What follows belongs to an exercise in optimizing a design on an open flow for small area, a short achievable clock period and few clock cycles; a production flow would make more cautious choices. The RTL was checked by simulation tests, not by an equivalence proof against the original design.

old:
// pxe_core
module pxe_core (
    input  wire        clk,
    input  wire        rst,
    input  wire        cmd_valid,
    output wire        cmd_ready,
    input  wire [4:0]  cmd_op,
    input  wire [31:0] cmd_key,
    input  wire [15:0] cmd_height,
    input  wire [15:0] cmd_width,
    input  wire        in_valid,
    output wire        in_ready,
    input  wire [23:0] in_data,
    output wire        out_valid,
    input  wire        out_ready,
    output wire [23:0] out_data,
    output wire        mem_ren_a,
    output wire [9:0]  mem_raddr_a,
    input  wire [31:0] mem_rdata_a,
    output wire        mem_ren_b,
    output wire [9:0]  mem_raddr_b,
    input  wire [31:0] mem_rdata_b,
    output wire        mem_we,
    output wire [9:0]  mem_waddr,
    output wire [31:0] mem_wdata
);
==> flow/config.mk <==
export PLATFORM = sky130hd
export DESIGN_NAME = pxe_core
export DESIGN_NICKNAME = pxe_core
export VERILOG_FILES = /design/flow/design.v
export SDC_FILE = /design/flow/constraint.sdc
export NUM_CORES = 4
export LEC_CHECK = 0
export ABC_AREA = 1
export CAP_MARGIN = 20
export CORE_MARGIN = 2
export CORE_UTILIZATION = 40
export SETUP_SLACK_MARGIN = 4.0
export SLEW_MARGIN = 20
==> flow/constraint.sdc <==
create_clock -name core_clock -period 9.0 [get_ports {clk}]
set_input_delay 1.8000 -clock core_clock [delete_from_list [all_inputs] [get_ports {clk}]]
set_output_delay 1.8000 -clock core_clock [all_outputs]
set_load 0.01 [all_outputs]
run.sh (not shown) runs the stock make flow with config.mk's settings and CLKGATE_MAP_FILE= SYNTH_SCRIPT=/design/flow/synth_recipe.tcl, a recipe that flattens the netlist after the stock synthesis.
old reached the end of the flow, and the finished layout is clean on the timing, DRC and antenna checks.
Testbench counts of old, summed over its fixed seeds: cycles 57,653.
diff inputs: old => new
--- a/flow/design.v
+++ b/flow/design.v
@@ -32,14 +32,15 @@
                      P_SMP = 2'd2;    
     reg [1:0]  state;
     reg        shuf;        
     reg        dec;
     reg [31:0] x;           
     reg [9:0]  cnt;         
     reg [9:0]  ra;          
+    reg [9:0]  wk;          
     reg        msb;         
     reg        blk1;        
     reg        regen;       
     reg        d_valid;     
     reg        w_valid;     
     reg [7:0]  w8;          
     reg [15:0] wid, col, row;    
@@ -437,15 +438,15 @@
     wire consume  = w_valid && (!smp_word || (in_valid && out_free));
     wire put      = w_valid && smp_word && in_valid && out_free;    
     wire advance  = d_valid && (!w_valid || consume);
     wire room     = !d_valid || advance;
     wire last_col = (col == 16'd1);
     wire last_pix = last_col && (row == 16'd1);
     wire pix_done = (put && bsel == 2'd2) || (in_math && in_valid && out_free);
-    wire reload   = d_valid && blk1 && (ra == 10'd397);
+    wire reload   = d_valid && blk1 && (wk == 10'd395);
     wire issue    = !(pix_done && last_pix) && room && !reload &&
                     ((in_rs && cnt >= 10'd396) || in_draw);
     wire step     = in_rs ? (cnt < 10'd396 || (cnt == 10'd396 ? issue : advance))
                           : (regen && (cnt == 10'd396 || advance));
     wire [15:0] cr_dec = (last_col ? row : col) - 16'd1;
     assign cmd_ready = (state == S_IDLE);
     assign in_ready  = (w_valid && smp_word && bsel == 2'd2 && out_free) ||
@@ -453,15 +454,15 @@
     assign out_valid = out_v;
     assign out_data  = out_reg;
     assign mem_ren_a   = issue;
     assign mem_raddr_a = ra;
     assign mem_ren_b   = issue;
     assign mem_raddr_b = rb;
     assign mem_we      = raw || d_valid;
-    assign mem_waddr   = raw ? cnt : (ra >= 10'd2 ? ra - 10'd2 : ra + 10'd622);
+    assign mem_waddr   = wk;
     assign mem_wdata   = tw;
     always @(posedge clk) begin
         if (rst) begin
             state   <= S_IDLE;
             d_valid <= 1'b0;
             w_valid <= 1'b0;
             out_v   <= 1'b0;
@@ -469,17 +470,18 @@
             if (out_ready)
                 out_v <= 1'b0;
             if (pix_done)
                 out_v <= 1'b1;
             if (advance) begin
                 msb <= op_a[31];
                 w8  <= word[7:0];
-                if (ra == 10'd1)         
+                wk  <= (wk == 10'd623) ? 10'd0 : wk + 10'd1;
+                if (wk == 10'd623)
                     blk1 <= 1'b0;
-                if (ra == 10'd0)         
+                if (wk == 10'd622)
                     regen <= 1'b0;
             end
             if (step) begin
                 x   <= x_next;
                 cnt <= cnt + 10'd1;
             end
             d_valid <= issue || (d_valid && !advance);
@@ -520,14 +522,15 @@
                 S_IDLE: begin
                     if (cmd_valid) begin
                         shuf   <= cmd_op[2];
                         dec    <= cmd_op[4];
                         x      <= cmd_key;
                         cnt    <= 10'd0;
                         ra     <= 10'd1;
+                        wk     <= 10'd0;
                         blk1   <= 1'b1;
                         regen  <= 1'b0;
                         phase  <= P_J1;
                         bsel   <= 2'd0;
                         wid    <= cmd_width;
                         col    <= cmd_width;
                         row    <= cmd_height;
@@ -538,14 +541,16 @@
                         else
                             state <= S_RESEED;
                     end
                 end
                 S_RESEED: begin
                     if (cnt == 10'd0)
                         msb <= x[31];
+                    if (raw && step)
+                        wk <= (cnt == 10'd396) ? 10'd0 : cnt + 10'd1;
                     if (cnt == 10'd623 && advance)
                         state <= S_DRAW;
                 end
                 S_DRAW: begin
                     if (reload && advance) begin
                         x     <= mem_rdata_a;
                         cnt   <= 10'd396;
Notes after the runs:
- Where tightest slew margin relative to the limit is concerned, old is outperformed by new.
- new vs. old: wire length of the first global-routing pass rose 4.3 mm; clock tree cell share of total cell area fell 0.17 points; utilization fell 0.39 points; sequential fraction of the synthesis area rose 0.79 points.
- From old to new the numbers moved as follows: setup slack rose 65 ps, xor-xnor portion of the synthesized cell area saw little to no change, global-route usage moved down, buffer count excluding the clock tree in the final layout lost 3.6%.
Testbench counts of new, summed over its fixed seeds: cycles 57,653.

## static timing again, ports no longer ideal
The flow's constraints put no driver on any port. The routed layouts listed below were extracted and timed again, unchanged, in two steps. Step 1, drivers: a clkbuf_16 drives clk and a buf_2 each remaining input, both assumed. Step 2 adds t to the input delays and takes it off the output delays; t is the mean of the earliest and latest rising clock arrival at the registers after step 1. Input paths then give back, and output paths get back, about the clock's delay inside the block. Three values: ideal ports, drivers, drivers and shift; two values: the first two.
run	shift t [ns]	setup WS [ns]	worst register clock-pin slew, ns	pins driven straight from the clock port
old	0.540	3.934 / 3.896 / 3.555	0.08 / 0.08	1
new	0.545	4.000 / 3.976 / 3.664	0.08 / 0.08	1
After both steps setup and hold are still met in every run listed. For old, which loses most, drivers alone change the setup slack by -0.038 ns; drivers and shift together by -0.379 ns.
